What follows belongs to an exercise in optimizing a design on an open flow for small area, a short achievable clock period and few clock cycles; a production flow would make more cautious choices. Power and IR drop assume default switching activity.

// sbtp_framer
module sbtp_framer (
    input  wire       clk,
    input  wire       rst,
    input  wire       tx_in_valid,
    output wire       tx_in_ready,
    input  wire [7:0] tx_in_data,
    input  wire       tx_in_last,
    input  wire       tx_in_empty,
    output wire       tx_out_valid,
    input  wire       tx_out_ready,
    input  wire       tx_out_err,
    output wire [7:0] tx_out_data,
    output wire       tx_done,
    output wire [1:0] tx_status,
    input  wire       rx_in_valid,
    output wire       rx_in_ready,
    input  wire [7:0] rx_in_data,
    input  wire       rx_in_err,
    output wire       rx_res_valid,
    output wire [1:0] rx_res_status,
    output wire [7:0] rx_res_len,
    output wire       rx_out_valid,
    input  wire       rx_out_ready,
    output wire [7:0] rx_out_data,
    output wire       rx_out_last
);
    reg  [7:0] wph;
    always @(posedge clk) begin
        if (rst) wph <= 8'd0;
        else     wph <= wph + 8'd1;
    end
    sbtp_tx u_tx (
        .clk       (clk),
        .rst       (rst),
        .wph       (wph),
        .in_valid  (tx_in_valid),
        .in_ready  (tx_in_ready),
        .in_data   (tx_in_data),
        .in_last   (tx_in_last),
        .in_empty  (tx_in_empty),
        .out_valid (tx_out_valid),
        .out_ready (tx_out_ready),
        .out_err   (tx_out_err),
        .out_data  (tx_out_data),
        .done      (tx_done),
        .status    (tx_status)
    );
    sbtp_rx u_rx (
        .clk        (clk),
        .rst        (rst),
        .wph        (wph),
        .in_valid   (rx_in_valid),
        .in_ready   (rx_in_ready),
        .in_data    (rx_in_data),
        .in_err     (rx_in_err),
        .res_valid  (rx_res_valid),
        .res_status (rx_res_status),
        .res_len    (rx_res_len),
        .out_valid  (rx_out_valid),
        .out_ready  (rx_out_ready),
        .out_data   (rx_out_data),
        .out_last   (rx_out_last)
    );
endmodule
For scale: about 6700 cells after synthesis, roughly 4600 flip-flops, roughly 61 I/O pins, roughly 0.11 mm2 of cells after synthesis.
Settings: LEC_CHECK=0, CAP_MARGIN=20, CORE_MARGIN=2, CORE_UTILIZATION=40, CTS_CLUSTER_DIAMETER=80, CTS_CLUSTER_SIZE=30, PLACE_DENSITY=0.6, SETUP_SLACK_MARGIN=5.0, SLEW_MARGIN=20; clock period 8.0 ns.
run.sh (not shown) runs the stock make flow with config.mk's settings and CLKGATE_MAP_FILE= SYNTH_SCRIPT=/design/flow/synth_recipe.tcl, a recipe that flattens the netlist after the stock synthesis.
Rerun with:
--- a/flow/design.v
+++ b/flow/design.v
@@ -586,18 +586,16 @@
             end else begin
                 rd9 <= cur_start9;
             end
         end
     end
     always @(posedge clk) begin
         if (rst) begin
             out_valid <= 1'b0;
-            out_data  <= 8'h00;
-            out_last  <= 1'b0;
         end else if (o_free) begin
             out_valid <= u_v && !u_pref;
             out_data  <= uesc ? (u_d ^ 8'h42) : u_d;
             out_last  <= u_l;
         end
     end
 endmodule
 module sbtp_framer (
What happened: The new run finished with timing, DRC and antenna clean; power falls by 0.53%; cell count falls by 0.39%; via count hardly moves; sequential power hardly moves; fmax falls by 0.95%; critical path depth falls by 3; count of clock-buffer cells in the layout rises by 1; non-clock buffer count is unchanged; routed wire length falls by 1.4%; flip-flop and latch count does not change; cell area falls by 0.32%.
No functional check of the RTL was part of any run of this note.

Another version of the RTL of sbtp_framer (not shown whole).
Size: about 6800 cells after synthesis, ~61 I/O pins, roughly 110000 um2 of cells after synthesis.
make LEC_CHECK=0 CAP_MARGIN=20 CORE_MARGIN=2 CORE_UTILIZATION=40 CTS_CLUSTER_DIAMETER=80 CTS_CLUSTER_SIZE=30 PLACE_DENSITY=0.6 SETUP_SLACK_MARGIN=5.0 SLEW_MARGIN=20 finish   # period 8.0 ns
Edit:
--- a/flow/design.v
+++ b/flow/design.v
@@ -170,42 +170,51 @@
                 q_ovf[q_wp[QB-1:0]]   <= w_pov;
                 q_wp <= q_wp + 1'b1;
             end
         end
     end
     reg  [7:0] rstage;               
     reg  [FB:0] f_cnt;
+    reg        t_v;                  
+    reg  [7:0] t_d;
     wire [8:0] lim9    = in_frame ? cur_start9 : wr9;
     wire       f_space = (f_cnt < (1 << FB));
+    wire       t_move  = t_v && f_space;
     wire       at_tap  = (rstage[2:0] == 3'd0);
-    wire       r_take  = at_tap && f_space && (rd9 != lim9);
+    wire       r_take  = at_tap && (!t_v || f_space) && (rd9 != lim9);
     always @(*) tap = rstage[7:3];
     always @(posedge clk) begin
         if (rst) begin
             rd9 <= 9'd0;
             rstage <= 8'd255;
+            t_v <= 1'b0;
         end else begin
             if (r_take) rd9 <= rd9 + 9'd1;
             else rstage <= rstage + 8'd1;
+            if (r_take) t_v <= 1'b1;
+            else if (t_move) t_v <= 1'b0;
         end
     end
+    always @(posedge clk) begin
+        if (r_take) t_d <= tap_data;
+    end
     reg  [8:0] f_mem [0:(1<<FB)-1];
     reg  [FB-1:0] f_wp, f_rp;
     wire       f_pop;
-    wire       tap_ctrl = (tap_data == 8'h55) || (tap_data == 8'hAA) || (tap_data == 8'h5A);
+    wire       t_ctrl = (t_d == 8'h55) || (t_d == 8'hAA) || (t_d == 8'h5A);
     always @(posedge clk) begin
-        if (r_take) f_mem[f_wp] <= {tap_ctrl, tap_data};
+        if (t_move) f_mem[f_wp] <= {t_ctrl, t_d};
     end
     always @(posedge clk) begin
         if (rst) begin
             f_wp <= 0; f_rp <= 0; f_cnt <= 0;
         end else begin
-            if (r_take) f_wp <= f_wp + 1'b1;
+            if (t_move) f_wp <= f_wp + 1'b1;
             if (f_pop) f_rp <= f_rp + 1'b1;
-            case ({r_take, f_pop})
+            case ({t_move, f_pop})
                 2'b10:   f_cnt <= f_cnt + 1'b1;
                 2'b01:   f_cnt <= f_cnt - 1'b1;
                 default: ;
             endcase
         end
     end
     wire       f_ne   = (f_cnt != 0);
@@ -387,17 +396,18 @@
     reg  [7:0] wph;
     reg  [8:0] wr9;
     reg  [8:0] rd9;
     reg  [8:0] cur_start9;
     localparam PB = 4;               
     reg  [7:0] wdist;                
     wire       wen;
-    reg  [4:0] tap;
+    localparam TB = 4;               
+    reg  [7-TB:0] tap;
     wire [7:0] tap_data;
-    sbtp_ring #(.PB(PB)) u_ring (.clk(clk), .we(wen), .wdata(hd), .wport(wdist[7:PB]),
+    sbtp_ring #(.PB(PB), .TB(TB)) u_ring (.clk(clk), .we(wen), .wdata(hd), .wport(wdist[7:PB]),
                                  .tap(tap), .rdata(tap_data));
     wire [8:0] arc     = wr9 - rd9;
     reg        afree;
     wire       can_adv = (wdist[PB-1:0] == 0) && afree;
     reg  [8:0] q_start [0:(1<<QB)-1];
     reg  [7:0] q_len   [0:(1<<QB)-1];
     reg  [QB:0] q_wp, q_rp;
@@ -531,20 +541,20 @@
     reg        u_v, u_l, u_5a, uesc;
     reg  [7:0] u_d;
     reg        ov_sk;                
     wire       u_pref  = !uesc && u_5a;
     wire       u_push  = u_v && !u_pref && !ov_sk;
     wire       u_move  = u_v && (u_pref || !ov_sk);
     wire [7:0] u_byte  = uesc ? (u_d ^ 8'h42) : u_d;
-    wire       at_tap  = (rstage[2:0] == 3'd0);
+    wire       at_tap  = (rstage[TB-1:0] == 0);
     wire       r_take  = ractive && at_tap && (!u_v || u_move);
     wire       r_fin   = r_take && rr1;
     wire       r_load  = r_avail && (!ractive || r_fin);
     wire [QB-1:0] rpi  = q_rp[QB-1:0];
-    always @(*) tap = rstage[7:3];
+    always @(*) tap = rstage[7:TB];
     always @(posedge clk) begin
         if (rst) begin
             ractive <= 1'b0;
             rd9 <= 9'd0;
             rstage <= 8'd0;
             rrem <= 8'd0;
             rr1 <= 1'b0;
@@ -657,21 +667,22 @@
         .out_valid  (rx_out_valid),
         .out_ready  (rx_out_ready),
         .out_data   (rx_out_data),
         .out_last   (rx_out_last)
     );
 endmodule
 module sbtp_ring #(
-    parameter PB = 4
+    parameter PB = 4,
+    parameter TB = 3
 ) (
     input  wire        clk,
     input  wire        we,
     input  wire [7:0]  wdata,
     input  wire [7-PB:0] wport,   
-    input  wire [4:0]  tap,       
+    input  wire [7-TB:0] tap,     
     output wire [7:0]  rdata
 );
     reg  [2047:0] r;
     wire [2047:0] prev = {r[2039:0], r[2047:2040]};
     genvar s;
     generate
         for (s = 0; s < 256; s = s + 1) begin : g_stage
@@ -680,9 +691,9 @@
                     r[s*8 +: 8] <= (we && (wport == (s >> PB))) ? wdata : prev[s*8 +: 8];
             end else begin : g_shift
                 always @(posedge clk)
                     r[s*8 +: 8] <= prev[s*8 +: 8];
             end
         end
     endgenerate
-    assign rdata = r[{tap, 6'd0} +: 8];
+    assign rdata = r[{tap, {TB{1'b0}}, 3'd0} +: 8];
 endmodule
What happened: The changed run completed without violations; fmax shrinks by 1.6%; routed wire length shrinks by 7.0%; total power grows by 0.51%; hold slack improves by 23 ps; global-route usage shrinks by 0.88 points; first-iteration DRC count shrinks by 7.1%; area after synthesis shrinks by 0.48%; sequential power is about the same; worst setup slack degrades by 50 ps; utilization shrinks by 0.51 points; count of clock-buffer cells in the layout grows by 3.
Function was not checked in any run of this note: the RTL went through the layout flow alone.

-- static timing again, ports no longer ideal --
How much do the figures lean on ideal ports? The routed layouts below were timed once more, with nothing changed but the port constraints. Step 1 assumes that a clkbuf_16 drives the clock port and a buf_2 every other input. Step 2 also shifts input and output timing later by t, the mid clock arrival at the registers, as if the neighbouring blocks saw the same clock. Slacks: ideal / step 1 / step 2; pairs: ideal / step 1.
| run | t (ns) | slack for setup (ns) | clock arrival spread, ns | slew at the worst register clock pin (ns) | worst slew at a driven data input, ns |
|---|---|---|---|---|---|
| the first run of note 1 | 0.937 | 4.915 / 4.912 / 4.028 | 0.114 / 0.114 | 0.12 / 0.12 | 0.11 |
| the second run of note 1 | 0.948 | 4.886 / 4.797 / 4.162 | 0.089 / 0.090 | 0.11 / 0.11 | 0.04 |
| the first run of note 2 | 0.941 | 4.863 / 4.847 / 4.146 | 0.073 / 0.074 | 0.11 / 0.11 | 0.09 |
| the second run of note 2 | 0.948 | 4.814 / 4.724 / 4.224 | 0.052 / 0.053 | 0.11 / 0.11 | 0.08 |
After both steps every run listed still meets setup and hold. The setup slack of the first run of note 1, which loses most, moves by -0.003 ns with the drivers and by -0.887 ns with both steps.
